Context: an optimization exercise on an open-source flow, tuned for small area, a short achievable clock period and few clock cycles per item. The choices shown serve that exercise and are no tape-out recipe.
Only simulation tests tie the RTL to the original design; equivalence was not proved.

==> inputs of trial 51 <==
Design biquad_cascade, start of the top module:
module biquad_cascade (
    input  wire               clk,
    input  wire               rst,         
    input  wire               coef_we,
    input  wire signed [15:0] coef_b0,
    input  wire signed [15:0] coef_b1,
    input  wire signed [15:0] coef_b2,
    input  wire signed [15:0] coef_a1,
    input  wire signed [15:0] coef_a2,
    input  wire        [2:0]  coef_nst,    
    input  wire               in_valid,
    output wire               in_ready,
    input  wire signed [15:0] in_data,
    output reg                out_valid,
    output reg  signed [15:0] out_data
);
clock: 16.0 ns
lec_check: 0
abc_area: 1
cap_margin: 20
core_margin: 2
core_utilization: 72
slew_margin: 20
synth_hierarchical: 1
standard.sh (not shown) runs the stock make flow with config.mk's settings and CLKGATE_MAP_FILE= SYNTH_SCRIPT=/design/flow/synth_recipe.tcl, a recipe that flattens the netlist after the stock synthesis.
==> flow/flow/run.sh <==
#!/bin/bash
set -euo pipefail
MARGIN=$(cat flow/margin.txt)
bash standard.sh SETUP_SLACK_MARGIN=$MARGIN \
    "BUFFER_PORTS_ARGS=-buffer_cell sky130_fd_sc_hd__buf_2" finish > flow_standard.log 2>&1
==> flow/flow/margin.txt <==
11.1
==> trial 58 (differences from trial 51) <==
--- a/flow/design.v
+++ b/flow/design.v
@@ -22,22 +22,21 @@
     reg [15:0] h30, h31, h32;
     reg [15:0] h40, h41;
     reg [3:0]  pend;       
     reg [1:0]  slot;
     reg [3:0]  isel;       
-    reg [3:0]  ssel;       
     reg [3:0]  bsel;       
     reg        blast;      
     reg        rdy;
     reg        clr;        
     assign in_ready = rdy;
-    wire [15:0] opx0 = ({16{ssel[0]}} & h00) | ({16{ssel[1]}} & h10) |
-                       ({16{ssel[2]}} & h20) | ({16{ssel[3]}} & h30);
-    wire [15:0] opx1 = ({16{ssel[0]}} & h01) | ({16{ssel[1]}} & h11) |
-                       ({16{ssel[2]}} & h21) | ({16{ssel[3]}} & h31);
-    wire [15:0] opx2 = ({16{ssel[0]}} & h02) | ({16{ssel[1]}} & h12) |
-                       ({16{ssel[2]}} & h22) | ({16{ssel[3]}} & h32);
+    wire [15:0] opx0 = ({16{isel[0]}} & h00) | ({16{isel[1]}} & h10) |
+                       ({16{isel[2]}} & h20) | ({16{isel[3]}} & h30);
+    wire [15:0] opx1 = ({16{isel[0]}} & h01) | ({16{isel[1]}} & h11) |
+                       ({16{isel[2]}} & h21) | ({16{isel[3]}} & h31);
+    wire [15:0] opx2 = ({16{isel[0]}} & h02) | ({16{isel[1]}} & h12) |
+                       ({16{isel[2]}} & h22) | ({16{isel[3]}} & h32);
     wire [15:0] opy1 = ({16{isel[0]}} & h10) | ({16{isel[1]}} & h20) |
                        ({16{isel[2]}} & h30) | ({16{isel[3]}} & h40);
     wire [15:0] opy2 = ({16{isel[0]}} & h11) | ({16{isel[1]}} & h21) |
                        ({16{isel[2]}} & h31) | ({16{isel[3]}} & h41);
     wire b0_one0;
@@ -3942,33 +3941,30 @@
         if (rst) begin
             nst       <= 3'd0;
             pend      <= 4'd0;
             slot      <= 2'd0;
             isel      <= 4'd0;
-            ssel      <= 4'd0;
             bsel      <= 4'd0;
             blast     <= 1'b0;
             rdy       <= 1'b1;
             out_valid <= 1'b0;
             clr       <= 1'b0;
         end else if (coef_we) begin
             nst       <= (coef_nst > 3'd4) ? 3'd4 : coef_nst;
             pend      <= 4'd0;
             slot      <= (coef_nst == 3'd3) ? 2'd2 : coef_nst[2] ? 2'd3 : 2'd1;
             isel      <= 4'd0;
-            ssel      <= 4'd0;
             bsel      <= 4'd0;
             blast     <= 1'b0;
             rdy       <= 1'b1;
             out_valid <= 1'b0;
             clr       <= 1'b1;
         end else begin
             clr       <= 1'b0;
             pend      <= pend_n;
             slot      <= slot_n;
             isel      <= isel_n;
-            ssel      <= sec_n;
             bsel      <= isel;
             blast     <= |(isel & lastsec);
             rdy       <= ~pend_n[0] | isel_n[0];
             out_valid <= (acc_in & nst0) | (|bsel & blast);
         end
==> flow/flow/margin.txt (replaced) <==
11.2
--- a/flow/config.mk
+++ b/flow/config.mk
@@ -6,8 +6,10 @@
 export NUM_CORES = 4
 export LEC_CHECK = 0
 export ABC_AREA = 1
 export CAP_MARGIN = 20
 export CORE_MARGIN = 2
-export CORE_UTILIZATION = 72
+export CORE_UTILIZATION = 65
+export CTS_CLUSTER_DIAMETER = 100
+export CTS_CLUSTER_SIZE = 22
 export SLEW_MARGIN = 20
 export SYNTH_HIERARCHICAL = 1
==> build 10 (differences from trial 51) <==
==> flow/flow/margin.txt (replaced) <==
11.0
--- a/flow/config.mk
+++ b/flow/config.mk
@@ -6,8 +6,8 @@
 export NUM_CORES = 4
 export LEC_CHECK = 0
 export ABC_AREA = 1
 export CAP_MARGIN = 20
 export CORE_MARGIN = 2
-export CORE_UTILIZATION = 72
+export CORE_UTILIZATION = 65
 export SLEW_MARGIN = 20
 export SYNTH_HIERARCHICAL = 1
==> summary of the runs <==
Trial 58 produced a clean layout. Build 10 ran to the end with no violations. Trial 51 produced a clean layout.
Between trial 51 and trial 58, the lower design area is in trial 58 (gap 0.75%, measured against trial 58).
Area after synthesis is the same in trial 51 and build 10.
Utilization, highest first: trial 51, build 10, trial 58.
Between trial 51 and trial 58, the lower sequential cell count is in trial 58 (gap 4).
Of trial 58 and trial 51, trial 51 has the higher worst hold slack (gap 0.0084 ns).
Sequential share of layout area, highest first: trial 58, trial 51, build 10.
==> figures <==
quantity                                                                          trial 51          build 10         trial 58
Run status                                                        timing/DRC/antenna clean  timing/DRC/antenna clean  timing/DRC/antenna clean
Minimum clock period after layout                                                  5.13 ns           5.08 ns          4.85 ns
Floorplan row count                                                                     93                97               97
Wire length on met1                                                              59,700 um         61,700 um        61,800 um
Area used by multi-input combinational logic                                    31,900 um2        31,900 um2       32,000 um2
Clock-cell share of area                                                             4.10%             4.03%            1.87%
FILL cells                                                                           3,976             5,240            5,427
Launch point of the critical path                                          csr[42]$_DFF_P_  b0[11]$_DFFE_PP_  a1[3]$_DFFE_PP_
Transition time at the pin with the least slew margin                              1.24 ns           1.08 ns          1.14 ns
Sequential share of cell area                                                        23.1%             23.0%            23.1%
Worst-case setup margin in the final layout                                       10.87 ns          10.92 ns         11.15 ns
Portion of the clock cycle consumed by the worst path in the final layout            32.1%             31.7%            30.3%
Testbench counts of trial 51, summed over its fixed seeds: cycles 18,059, samples 6,144.
Testbench counts of trial 58, summed over its fixed seeds: cycles 18,059, samples 6,144.
Testbench counts of build 10, summed over its fixed seeds: cycles 18,059, samples 6,144.

==> re-timing with driven ports <==
The results above use ideal ports. As a check the final layouts listed here were re-extracted and re-timed, cells and wires unchanged. Step 1: set_driving_cell puts a clkbuf_16 on clk and a buf_2 on each other input, an assumption about the parent block. Step 2 also shifts input and output timing later by t, the mid clock arrival at the registers, as if the neighbouring blocks saw the same clock. Slacks: ideal ports / drivers / drivers and shift; pairs: ideal ports / drivers.
run	t (ns)	setup WS [ns]	hold WS [ns]	latest minus earliest clock arrival (ns)
trial 51	0.725	10.870 / 10.870 / 10.870	0.476 / 0.476 / 0.476	0.072 / 0.072
trial 58	0.738	11.149 / 11.149 / 10.865	0.468 / 0.468 / 0.468	0.025 / 0.025
build 10	0.726	10.924 / 10.924 / 10.924	0.470 / 0.470 / 0.470	0.060 / 0.061
After both steps every run listed still meets setup and hold. For trial 58, which loses most, drivers alone change the setup slack by 0.000 ns; drivers and shift together by -0.284 ns.
